This is an optimization exercise on Yosys and OpenROAD, whose aim is small area, a short achievable clock period and few clock cycles, not a production implementation. The RTL was checked by simulation tests, not by an equivalence proof against the original design. No activity file was given, so power comes from the tool's default toggle rates.

Design mbrtu_server, start of the top module:
module mbrtu_server (
    input  wire         clk,
    input  wire         rst,
    input  wire [7:0]   rx_data,
    input  wire         rx_valid,
    input  wire         rx_last,
    output wire         rx_ready,
    output reg  [7:0]   tx_data,
    output reg          tx_valid,
    output reg          tx_last,
    input  wire         tx_ready,
    input  wire [31:0]  di_in,
    input  wire [127:0] ir_in
);
    localparam BUF_CAP = 68;           
    function [15:0] crc_byte(input [15:0] c, input [7:0] d);
        integer k;
        reg [15:0] r;
        begin
            r = c ^ {8'h00, d};
            for (k = 0; k < 8; k = k + 1)
                r = r[0] ? ((r >> 1) ^ 16'hA001) : (r >> 1);
            crc_byte = r;
        end
    endfunction
    function [15:0] crc_unstep(input [15:0] c);
        integer k;
        reg [15:0] r;
        begin
            r = c;
            for (k = 0; k < 8; k = k + 1)
                r = {r[14:0] ^ (r[15] ? 15'h2001 : 15'h0000), r[15]};
            crc_unstep = r;
        end
    endfunction
    reg [7:0]  rb [0:BUF_CAP-1];
    reg [6:0]  wptr;       
    reg [15:0] pcrc;       
    reg [6:0]  blen;       
    reg [6:0]  rptr;       
    wire [6:0] qidx = rptr + 7'd1;    
    reg [7:0]  rd_q;       
    reg        rx_rdy;
    wire       in_v = rx_valid & rx_rdy;
    wire       in_l = rx_last;
    wire [7:0] in_d = rx_data;
    assign rx_ready = rx_rdy;
    reg [7:0]  h0, h1, h2, h3, h4, h5, h6;
    always @(*) begin
        h0 = rb[0];
        h1 = rb[1];
        h2 = rb[2];
        h3 = rb[3];
        h4 = rb[4];
  ...
Size in the first run: about 4700 cells after synthesis, about 1400 flip-flops, roughly 180 I/O pins.
export LEC_CHECK = 0
export CAP_MARGIN = 20
export CORE_MARGIN = 2
export CORE_UTILIZATION = 60
export CTS_CLUSTER_DIAMETER = 100
export CTS_CLUSTER_SIZE = 20
export SLEW_MARGIN = 20
create_clock -name core_clock -period 10.0 [get_ports {clk}]
standard.sh (not shown) runs the stock make flow with config.mk's settings and CLKGATE_MAP_FILE= SYNTH_SCRIPT=/design/flow/synth_recipe.tcl, a recipe that flattens the netlist after the stock synthesis.
==> flow/flow/run.sh <==
#!/bin/bash
# The standard layout (standard.sh: standard synthesis, floorplan, place,
# CTS, route, finish) with two changes to how it is made:
#  - the input and output ports are buffered with buf_4 instead of the
#    buffer buffer_ports picks by default (a slow delay cell);
#  - repair_timing aims for 6.5 ns of setup slack at the design's period,
#    so the layout is sized for the period it can reach.
# The clock, its period and the constraints are the design's (constraint.sdc).
set -euo pipefail
export BUFFER_PORTS_ARGS="-buffer_cell sky130_fd_sc_hd__buf_4"
export SETUP_SLACK_MARGIN=6.5
bash standard.sh > standard_run.log 2>&1
Testbench counts at the start, summed over its fixed seeds: cycles 78,894.
Change:
--- a/flow/design.v
+++ b/flow/design.v
@@ -308,14 +308,22 @@
             if (in_v && in_l) begin
                 if (n_new >= 7'd5) begin
                     rs      <= found ? R_HOLD : R_CHK;
                     flen    <= n_new;
                     fbase   <= 7'd0;
                     in_q    <= 1'b0;
                     cm_done <= 1'b0;
+                    if (!found && cm_st == 2'd0) begin
+                        rs    <= R_SCAN;
+                        blen  <= n_new;
+                        rptr  <= wptr;
+                        prime <= 1'b1;
+                        pcrc  <= 16'h0000;
+                        fnd   <= 1'b0;
+                    end
                 end else
                     rx_rdy <= 1'b1;
             end
             if (ho)
                 q_v <= 1'b0;
             if (q_take) begin
                 q_v    <= 1'b1;
@@ -497,31 +505,31 @@
                 crc     <= crc_nx;
                 ws      <= 2'd0;
                 half    <= 1'b0;
                 pf      <= pf_next;
                 pf_last <= (t_cnt[10:0] <= 11'd8);
                 if (t_rb) begin
                     t_aL[5:3] <= bq1;
-                    {t_cH, t_cL} <= t_cnt - 16'd8;
+                    {t_cH[2:0], t_cL} <= t_cnt[10:0] - 11'd8;
                 end
                 g       <= t_exc ? G_CRCL : G_DATA;
             end
             G_DATA: begin
                 crc     <= crc_nx;
                 ws      <= ws + 2'd1;
                 half    <= ~half;
                 pf      <= pf_next;
                 pf_last <= (t_cnt[10:0] <= 11'd8);
                 if (t_rb) begin
                     t_aL[5:3] <= bq1;
-                    {t_cH, t_cL} <= t_cnt - 16'd8;
+                    {t_cH[2:0], t_cL} <= t_cnt[10:0] - 11'd8;
                 end else if (t_rr && !half) begin
                     t_aL <= t_aL + 8'd1;
                 end else if (t_rr)
-                    {t_cH, t_cL} <= t_cnt - 16'd1;
+                    {t_cH[2:0], t_cL} <= t_cnt[10:0] - 11'd1;
                 if (d_last)
                     g <= G_CRCL;
             end
             G_CRCL:
                 g <= G_CRCH;
             default:
                 g <= G_IDLE;
What happened:
- sequential cell count stays the same
- global-route usage decreases by 1.7 points
- hold slack is about the same
- cell count goes down slightly
- die area stays flat
- first-iteration DRC count is lower by a few percent
- power grows by a little under a tenth
- wire length falls by a few percent
- worst setup slack gains 0.057 ns
- maximum frequency rose slightly
- design area shrinks slightly
Testbench counts after the change, summed over its fixed seeds: cycles 78,733.

## separate check: timing with driven ports
The flow's constraints put no driver on any port. The routed layouts listed below were extracted and timed again, unchanged, in two steps.
Step 1 assumes that a clkbuf_16 drives the clock port and a buf_2 every other input.
Step 2 adds t to the input delays and takes it off the output delays; t is the mean of the earliest and latest rising clock arrival at the registers after step 1. Input paths then give back, and output paths get back, about the clock's delay inside the block.
Three values: ideal ports, drivers, drivers and shift; two values: the first two.
| run | shift t [ns] | slack for setup (ns) | cell pins on the clock port's net |
|---|---|---|---|
| the first run | 0.767 | 6.325 / 6.356 / 5.589 | 1 |
| the second run | 0.775 | 6.382 / 6.410 / 5.635 | 1 |
After both steps every run listed still meets setup and hold. For the second run, which loses most, drivers alone change the setup slack by +0.028 ns; drivers and shift together by -0.747 ns.
